What follows belongs to an exercise in optimizing a design on an open flow for small area, a short achievable clock period and few clock cycles; a production flow would make more cautious choices. Function was checked by simulation only, so behaviour that the tests miss may differ from the original.

==> flow/design.v, too long to show whole: its modules and the start of the top module <==
// module rio_slew: 4237 lines
module rio_slew (
    input  wire         clk,
    input  wire         rst,         
    input  wire         in_valid,
    output wire         in_ready,
    input  wire [127:0] vel,         
    input  wire [127:0] scale,       
    input  wire [127:0] mf,          
    input  wire [127:0] mac,         
    input  wire [127:0] dt,          
    input  wire         enable,      
    output reg          out_valid,
    output wire [127:0] freq         
);
  // ...
==> flow/flow/run.sh <==
#!/bin/bash
# Layout: the standard flow (standard.sh: the standard synthesis and ORFS
# steps, unchanged), at the design's clock period and constraints, with the
# timing repair asked to leave SETUP_SLACK_MARGIN ns of setup slack, so that
# it works on the paths that set the achieved period. make's full output goes
# to flow_make.log; each ORFS step keeps its own log under orfs/logs/.
set -uo pipefail
bash standard.sh SETUP_SLACK_MARGIN=10 finish > flow_make.log 2>&1
==> flow/standard.sh <==
#!/bin/bash
# synth_recipe.tcl (not shown) runs the flow's synth.tcl, then flattens the netlist and writes it again
# the make line also repeats each setting of config.mk as NAME=value (left out here)
make -C /OpenROAD-flow-scripts/flow DESIGN_CONFIG=/design/flow/config.mk WORK_HOME=/design/flow/orfs CLKGATE_MAP_FILE= SYNTH_SCRIPT=/design/flow/synth_recipe.tcl "${@:-finish}"
==> flow/config.mk <==
export PLATFORM = sky130hd
export DESIGN_NAME = rio_slew
export DESIGN_NICKNAME = rio_slew
export VERILOG_FILES = /design/flow/design.v
export SDC_FILE = /design/flow/constraint.sdc
export NUM_CORES = 4
export LEC_CHECK = 0
export CAP_MARGIN = 20
export CORE_MARGIN = 2
export CORE_UTILIZATION = 40
export SLEW_MARGIN = 20
==> flow/constraint.sdc <==
create_clock -name core_clock -period 15.0 [get_ports {clk}]
set_input_delay 3.0000 -clock core_clock [delete_from_list [all_inputs] [get_ports {clk}]]
set_output_delay 3.0000 -clock core_clock [all_outputs]
set_load 0.01 [all_outputs]
==> impl_metrics.toml, run 1 <==
[synth]
syn_nets = 23600
synth_edf_count = 1117
synth_common_cells = "inv_1 (2,731), fa_1 (1,904), xnor2_1 (1,744)"
synth-seq-cells = 2108
syn_inst = 20200
synth_fa_ha_area_share_pct = 25.5
syn_area_per_cell_um2 = 9.57
syn_area_um2 = 193000
ys_seq_area_share_pct = 27.6
synth_warnings = 1
synth_top_area_share_pct = 19.7
synth_top_family_by_area = "adder cells"
synth_xor_area_share_pct = 12.1
async_flop_share_pct = 0
yosysMostFrequentCell = "inv_1"
synth_ff_type = "edfxtp_1"

[global_routing]
grt_max_degree = 162

[floorplan]
rows = 255
initial_core_util_pct = 40.1
fp.dieW_um = 699
io_pins = 774
chipHeight_um = 699

[placed_design]
place_hpwl_um = 638000
place_ws_ns = 8.42
port_buffers = 773
place_area_um2 = 206000
place_inst = 26200

[clock_tree]
cts_hold_buf = 0
cts_buffers = 264
cts_resized = 2356
cts_max_path_buffers = 4
cts_max_level = 5
cts_num_sinks = 2108

[run_status]
first-error = "[ERROR GRT-0232] Routing congestion too high. Check the congestion heatmap in the GUI."
stop_stage = "global routing (5_1_grt)"
outcome = "did not finish"
Testbench counts, summed over its fixed seeds: cycles 864.
==> run 2: changes to the inputs <==
--- a/flow/design.v
+++ b/flow/design.v
@@ -41,17 +41,17 @@
     reg          firstp, firstn;         
     reg          kc2, kc4, kcl;          
     reg  [135-1:0] S, C;      
     reg          cy;          
     reg  [50-1:0] L;        
     reg          x1v, x1job, x1fin, x1lp, x1ln;
     reg  [127:0] q;           
     reg          qovf, qs;    
-    reg  [127:0] HI, LO;      
+    reg  [127:0] HI;          
     reg          x2v, x2job, x2fin;
     reg  [127:0] tgt;         
     reg  [127:0] dv;
     reg          yen;
     reg          yw, yv;
     reg  [127:0] fr;          
     reg          rq;          
     reg          fbp, fbn;    
@@ -4092,18 +4092,21 @@
     wire [38:0] rs = {1'b0, S[38-1:0]} + {1'b0, C[38-1:0]} + {{38{1'b0}}, (j == 2'd1) ? 1'b0 : cy};
     wire [135-1:0] D = S + C + {{(135-1){1'b0}}, cy};
     wire [135-1-(77):0] hl = D[135-1:77];
     wire [127:0] qsh = {{19{D[134]}}, D[134:26]};
     wire [127:0] qlg = {D[77:0], L};
     wire [127:0] qv = {x1ln ? qsh[127:64] : qlg[127:64], x1lp ? qlg[63:0] : qsh[63:0]};
     wire ovf = x1sat | (x1lp & ~(&hl | ~|hl));
     wire [127:0] nhi = sat129(-{HI[127], HI});
+    wire [127:0] LO  = {nhi[127:1], nhi[0] & ~x2job};
+    wire [128:0] qph = {q[127], q} + {HI[127], HI};
+    wire hmin = (HI == FX_MIN);
     wire gt2 = qovf ? ~qs : ($signed(q) > $signed(HI));
-    wire lt2 = qovf ?  qs : ($signed(q) < $signed(LO));
+    wire lt2 = qovf ?  qs : (hmin ? (q != FX_MAX) : qph[128]);
     wire [127:0] res2 = gt2 ? HI : lt2 ? LO : q;
     wire [128:0] nu = {fr[127], fr} + {dv[127], dv};
     wire [128:0] nd = {fr[127], fr} - {dv[127], dv};
     wire c1 = uhi ? 1'b0 : ulo ? (tgt != FX_MIN) : ($signed(tgt) > $signed(UP));
     wire c2 = dhi ? (tgt != FX_MAX) : dlo ? 1'b0 : ($signed(tgt) < $signed(DN));
     wire s_u   = c1 & ~uhi & ~ulo;
     wire s_d   = ~c1 & c2 & ~dhi & ~dlo;
     wire s_t   = ~c1 & ~c2;
@@ -4204,17 +4207,16 @@
         x1sat <= jsat;
         x1sgn <= fbp;
         x1lp  <= longr;
         x1ln  <= ~longr;
         x1fin <= mjob | ~missr;
         q    <= qv;
         qovf <= ovf;
         qs   <= x1sat ? x1sgn : D[135-1];
-        LO   <= {nhi[127:1], nhi[0] & ~x1job};
         x2job <= x1job;
         x2fin <= x1fin;
         if (x2v) begin
             if (x2job) dv <= res2;
             else begin
                 tgt <= res2;
                 yen <= EN2;
             end
==> flow/flow/run.sh (replaced) <==
#!/bin/bash
# Layout: the standard flow (standard.sh: the standard synthesis and ORFS
# steps, unchanged), at the design's clock period and constraints, with the
# timing repair asked to leave SETUP_SLACK_MARGIN ns of setup slack, so that
# it works on the paths that set the achieved period. make's full output goes
# to flow_make.log; each ORFS step keeps its own log under orfs/logs/.
set -uo pipefail
bash standard.sh SETUP_SLACK_MARGIN=9.5 finish > flow_make.log 2>&1
==> flow/config.mk (replaced) <==
export PLATFORM = sky130hd
export DESIGN_NAME = rio_slew
export DESIGN_NICKNAME = rio_slew
export VERILOG_FILES = /design/flow/design.v
export SDC_FILE = /design/flow/constraint.sdc
export NUM_CORES = 4
export LEC_CHECK = 0
export CAP_MARGIN = 20
export CORE_MARGIN = 2
export CORE_UTILIZATION = 35
export PLACE_DENSITY = 0.45
export SLEW_MARGIN = 20
==> run 2 against run 1 <==
  * Now clean on timing, DRC and antenna
  * Synthesized cell count down 1.3%
  * Synthesized area down 1.7%
==> impl_metrics.toml, run 2 <==
[sta]
period_share_pct = 37.2
hold_viol = 0
max_freq_mhz = 179
period_minus_slack_ns = 5.59
setup_viol_count_final = 0
worst_pin_slew_ns = 1.30
maxSlewViolCount = 0
tns_ns = 0
relSlewSlack_pct = 12.6
fin_worst_skew_ns = 0.0883
rsz0062_at_grt = "yes"

[synth]
synth_edf_count = 1117
yosysMostFrequentCell = "inv_1"
synth_fa_ha_area_share_pct = 25.9
synth_common_cells = "inv_1 (2,525), fa_1 (1,904), xnor2_1 (1,677)"
synth_ff_type = "edfxtp_1"
synth_xor_area_share_pct = 11.9
syn_inst = 19900
syn_nets = 23400
synth_top_area_share_pct = 20.1
synth_mux_area_share_pct = 1.57
yosys.area_share.simple_pct = 8.72
synth_top_family_by_area = "adder cells"
yosys.area.top_type = "fa_1"
ys_seq_area_share_pct = 26.8
synth_warnings = 1
syn_area_per_cell_um2 = 9.53
syn_area_um2 = 190000
synth-seq-cells = 1980
async_flop_share_pct = 0
synth_area_leaders = "fa_1 (20%), edfxtp_1 (18%), dfxtp_1 (9.1%), xnor2_1 (7.7%), ha_1 (5.9%)"
synth.distinct_cells = 103
synth_compound_area_share_pct = 16.9

[drt]
via_per_inst = 6.02
drc_errors = 0
wl_um = 1010000
vias = 166000
drtPass1Iterations = 9
first_iter_violations = 21600
ant_nets = 0
routedWlPerCell_um = 36.7

[finish]
multi_input_area_um2 = 126000
largest_reg_flops = 135
fin_nets = 23600
mostFrequentLayoutCells = "inv_1 (2,514), fa_1 (1,891), xnor2_1 (1,669)"
final_common_cell = "inv_1"
fillerInstances = 53600
area_delta_synth_final_pct = 17.0
drive_gt1_share_pct = 9.28
seq_area_um2 = 51100
regMostFlops = "S"

[global_routing]
grt_pass1_vias = 165000
grt.overflow.total = 0
grt_usage_pct = 34.8
grt_max_degree = 165
antenna_found_initial = 77
grt_first_pass_wirelength_um = 1350000

[clock_tree]
insertion_delay_ns = 1.03
cts_tree = "yes"
cts_buffers = 265
cts_num_sinks = 1980
clockRootBuffer = "clkbuf_16"
cts_max_path_buffers = 4
cts_max_level = 5
path_clk_slew_ns = 0.06

[placed_design]
port_buffers = 773
place_hpwl_um = 702000
gp_congestion = 0.956

[min_path]
min_path_type = "reg -> reg"
hold_end = "x2job"
whs_path_depth = 0
hold_start = "x1job"

[setup_path]
critical_path_required_ns = 15.69
reg2reg_slack_ns = 9.41
reg2reg_depth = 16
cp_data_arrival_time_ns = 6.27
reg2reg_from = "HI[47]"
rr_endpoint = "dv[108]"
cp_max_fo = 16
worstSetupPathType = "reg -> reg"
critPathLaunchType = "flop"
worstSetupEndpointType = "flop"

[job]
cap_viol_max_count = 0

[floorplan]
io_pins = 774
initial_core_util_pct = 35.1
chipHeight_um = 741
die_area_um2 = 549000
core-area_um2 = 541000
rows = 270
fp.dieW_um = 741

[run_status]
outcome = "no timing/DRC/antenna violations"
run 2: metal layers:
layer | track usage, % | up-vias | wire length, um
met4 | 21.3 | 50 | 81400
met1 | 43.7 | 83400 | 386000
met3 | 8.34 | 2723 | 105000
met5 | 0.445 | - | 798
li1 | - | 69000 | -
met2 | 54.0 | 11100 | 442000
run 2: logic make-up (layout without fill, tap and decap cells):
kind of cell,count (synthesis),count (layout)
AO/OA/AOI/OAI,4872,4877
buffers and inverters,4106,4567
AND/OR/NAND/NOR,3285,3285
adder cells (fa/ha/maj),2796,2796
XOR/XNOR,2589,2589
flip-flops,1980,1980
multiplexers,296,297
other,0,49
run 2: how the worst max path moves through the flow:
| stage | from | end | slack (ns) | cells past startpoint |
|---|---|---|---|---|
| floorplan | rdy | bone[0] | 7.94 | 8 |
| global placement | tgt[121] | fr[1] | 6.10 | 9 |
| detailed placement | tgt[120] | fr[25] | 7.38 | 15 |
| CTS | rq | freq[55] | 9.28 | 4 |
| global route | rq | freq[62] | 9.39 | 5 |
| finish | HI[47] | dv[108] | 9.41 | 16 |
run 2: per-stage QoR:
step           cells  worst slack (ns)  hold slack (ns)  util, %  area, um2
5_1_grt        27600              9.39            0.330     41.1     222000
3_5_place_dp   26700              7.38            0.313     37.8     204000
6_report       27600              9.41            0.327     41.1     222000
3_3_place_gp   26700              6.10            0.311     37.8     204000
2_1_floorplan  19900              7.94            0.310        -     190000
4_1_cts        27400              9.28            0.325     40.3     218000
run 2: cell type report:
class	count	area share, %
Multi-Input combinational cell	13800	56.6
Sequential cell	1980	23.0
Timing Repair Buffer	1547	8.10
Inverter	2543	4.32
Tap cell	7208	4.06
Clock buffer	349	3.25
Clock inverter	127	0.598
Antenna cell	49	0.0552
Timing Repair inverter	1	0.00338
run 2: repair_timing:
| action | in CTS | in global routing |
|---|---|---|
| buffers inserted | 118 | 190 |
| resized for setup | 1021 | 478 |
| hold buffers | 0 | 0 |
| pin swaps | 13 | 35 |
| endpoints found under the hold margin | 0 | 0 |
| cloned | 27 | 49 |
| endpoints found under the setup margin | 668 | 366 |
run 2: worst max-delay path, stage by stage, from the launching register on:
cell,delay (ns)
edfxtp_1,0.47
inv_1,0.19
ha_1,0.30
nor4_1,0.23
nand2_1,0.15
nor2_2,0.19
and3_2,0.28
o2111ai_2,0.21
o211ai_1,0.82
a21oi_2,0.17
a211o_1,0.35
and4_1,0.26
or3_4,0.40
nor2_4,0.20
buf_12,0.25
o211ai_1,0.13
a31oi_1,0.63
Testbench counts of run 2, summed over its fixed seeds: cycles 864.
==> run 3: changes to the inputs <==
==> flow/run.sh (new file) <==
#!/bin/bash
# synth_recipe.tcl (not shown) runs the flow's synth.tcl, then flattens the netlist and writes it again
# the make line also repeats each setting of config.mk as NAME=value (left out here)
make -C /OpenROAD-flow-scripts/flow DESIGN_CONFIG=/design/flow/config.mk WORK_HOME=/design/flow/orfs CLKGATE_MAP_FILE= SYNTH_SCRIPT=/design/flow/synth_recipe.tcl finish
==> flow/config.mk (replaced) <==
export PLATFORM = sky130hd
export DESIGN_NAME = rio_slew
export DESIGN_NICKNAME = rio_slew
export VERILOG_FILES = /design/flow/design.v
export SDC_FILE = /design/flow/constraint.sdc
export NUM_CORES = 4
export LEC_CHECK = 0
export CAP_MARGIN = 60
export CORE_MARGIN = 2
export CORE_UTILIZATION = 45
export SLEW_MARGIN = 60
removed: flow/flow/run.sh
removed: flow/standard.sh
==> run 3 against run 2 <==
  * Register-to-register slack worse by 0.97 ns
  * Flip-flop and latch count unchanged
  * Die area down 22%
  * Cell area down 3.4%
  * Critical path type unchanged
  * Critical endpoint is now fr[16]
==> impl_metrics.toml, run 3 <==
[run_status]
outcome = "no timing/DRC/antenna violations"

[clock_tree]
clockRootBuffer = "clkbuf_16"
cts_max_level = 4
cts_tree = "yes"
insertion_delay_ns = 1.02
cts_num_sinks = 1980
cts_hold_buf = 0
cts_resized = 0
cts_setup_buffers = 0
cts_buffers = 234
path_clk_slew_ns = 0.07
cts_max_path_buffers = 4

[floorplan]
fp.dieW_um = 654
initial_core_util_pct = 45.2
io_pins = 774
rows = 238
die_area_um2 = 427000
chipHeight_um = 654
core-area_um2 = 420000

[finish]
mostFrequentLayoutCells = "inv_1 (2,519), fa_1 (1,904), xnor2_1 (1,639)"
fillerInstances = 38600
fin_nets = 23300
largest_reg_flops = 135
final_common_cell = "inv_1"
drive_gt1_share_pct = 7.60
fin_cells = 25800
area_delta_synth_final_pct = 13.1
regMostFlops = "S"

[drt]
drtPass1Iterations = 13
ant_nets = 0
wl_um = 894000
drc_errors = 0
routedWlPerCell_um = 34.7
first_iter_violations = 24400
via_per_inst = 6.49
vias = 167000

[placed_design]
place_hpwl_um = 647000
gp_congestion = 1.04
place_inst = 25300
port_buffers = 773

[sta]
worst_pin_slew_ns = 0.715
tns_ns = 0
period_share_pct = 43.7
maxSlewViolCount = 0
relSlewSlack_pct = 52.3
rsz0062_at_grt = "no"
setup_viol_count_final = 0
hold_viol = 0
max_freq_mhz = 153
period_minus_slack_ns = 6.55
fin_worst_skew_ns = 0.111

[synth]
syn_nets = 23400
syn_area_per_cell_um2 = 9.53
yosys.area.top_type = "fa_1"
synth_ff_type = "edfxtp_1"
syn_inst = 19900
synth_top_area_share_pct = 20.1
yosysMostFrequentCell = "inv_1"
ys_seq_area_share_pct = 26.8
syn_area_um2 = 190000
synth_warnings = 1
synth.distinct_cells = 103
synth_area_leaders = "fa_1 (20%), edfxtp_1 (18%), dfxtp_1 (9.1%), xnor2_1 (7.7%), ha_1 (5.9%)"
async_flop_share_pct = 0
synth_common_cells = "inv_1 (2,525), fa_1 (1,904), xnor2_1 (1,677)"
synth_edf_count = 1117
synth-seq-cells = 1980

[min_path]
min_path_type = "reg -> reg"
whs_path_depth = 0
hold_start = "x1fin"
hold_end = "x2fin"

[setup_path]
worstSetupEndpointType = "flop"
worstSetupPathType = "reg -> reg"
slowest_stage = "or4_1"
reg2reg_slack_ns = 8.45
rr_endpoint = "fr[16]"
cp_max_fo = 53
critical_path_required_ns = 15.83
reg2reg_from = "tgt[62]"
path_common_cell = "nand4_1"
reg2reg_depth = 17
critPathTopFamily = "simple AND/OR/NAND/NOR gates"
cp_data_arrival_time_ns = 7.38
crit_buf_inv = 2
path_cells = "ha_1, nand4_1, or2_2, nor4_2, nand4_1, or4_1, a311o_1, nand3_1, o21ai_1, a31oi_1, a2111o_1, xnor2_1, or3_1, a21o_4, buf_4, buf_6, o21ai_0"
cpPeakStageDelay_ns = 0.60
critPathLaunchType = "flop"

[job]
cap_viol_max_count = 0

[global_routing]
grt_first_pass_wirelength_um = 1250000
antenna_found_initial = 71
grt_usage_pct = 40.8
grt_pass1_vias = 167000
grt_max_degree = 120
grt.overflow.total = 0
run 3: cell counts after synthesis:
No cell type changed its count.
run 3: cell families after synthesis:
family                     synth area share (%)
DFF                                        26.8
muxes                                      1.57
and+or+nand+nor                            8.72
xor gates and xnor gates                   11.9
adders and majority gates                  25.9
AOI/OAI and AO/OA                          16.9
buffers and inverters                      8.14
run 3: how the worst max path moves through the flow:
stage / start / endpoint / cells past startpoint
6_report: tgt[62] / fr[16] / 17
5_1_grt: rq / freq[127] / 4
4_1_cts: rq / freq[127] / 4
3_5_place_dp: tgt[62] / fr[12] / 17
3_3_place_gp: tgt[29] / fr[9] / 14
2_1_floorplan: rdy / bone[0] / 8
run 3: routing by layer:
metal  GRT usage (%)  wire length (um)
met1            48.4            314000
met2            60.9            380000
met3            14.0            114000
met4            30.9             85700
met5           0.441               367
run 3: area by class of cell:
type | count | area (um2) | area share [%]
Antenna cell | 53 | 133 | 0.0617
Clock buffer | 287 | 6280 | 2.92
Clock inverter | 148 | 1560 | 0.727
Inverter | 2543 | 9590 | 4.47
Multi-Input combinational cell | 13800 | 125000 | 58.3
Sequential cell | 1980 | 51100 | 23.8
Tap cell | 5640 | 7060 | 3.28
Timing Repair Buffer | 1279 | 13800 | 6.41
run 3: per-stage QoR:
stage,util (%),instance area [um2],hold slack [ns],setup slack [ns]
after floorplan,-,190000,0.310,3.09
after global placement,48.1,202000,0.310,7.97
after detailed placement,49.0,206000,0.312,8.63
after CTS,50.9,214000,0.327,8.47
after global routing,51.1,215000,0.349,8.43
final,51.1,215000,0.327,8.45

## static timing again, ports no longer ideal
The flow's constraints put no driver on any port. The routed layouts listed below were extracted and timed again, unchanged, in two steps. Step 1: set_driving_cell puts a clkbuf_16 on clk and a buf_2 on each other input, an assumption about the parent block. Step 2 times the ports against the registers' clock, not the clock port: input delays grow and output delays shrink by t, the midpoint of the rising clock arrivals with the driver on. a / b / c = ideal ports / drivers / drivers and shift; a / b = the first two.
run	shift t [ns]	setup WS [ns]	latest minus earliest clock arrival (ns)	pins driven straight from the clock port
run 2	1.122	9.413 / 9.291 / 9.379	0.106 / 0.106	1
run 3	1.086	8.447 / 8.356 / 8.447	0.131 / 0.131	1
After both steps setup and hold are still met in every run listed. For run 2, which loses most, drivers alone change the setup slack by -0.122 ns; drivers and shift together by -0.034 ns.
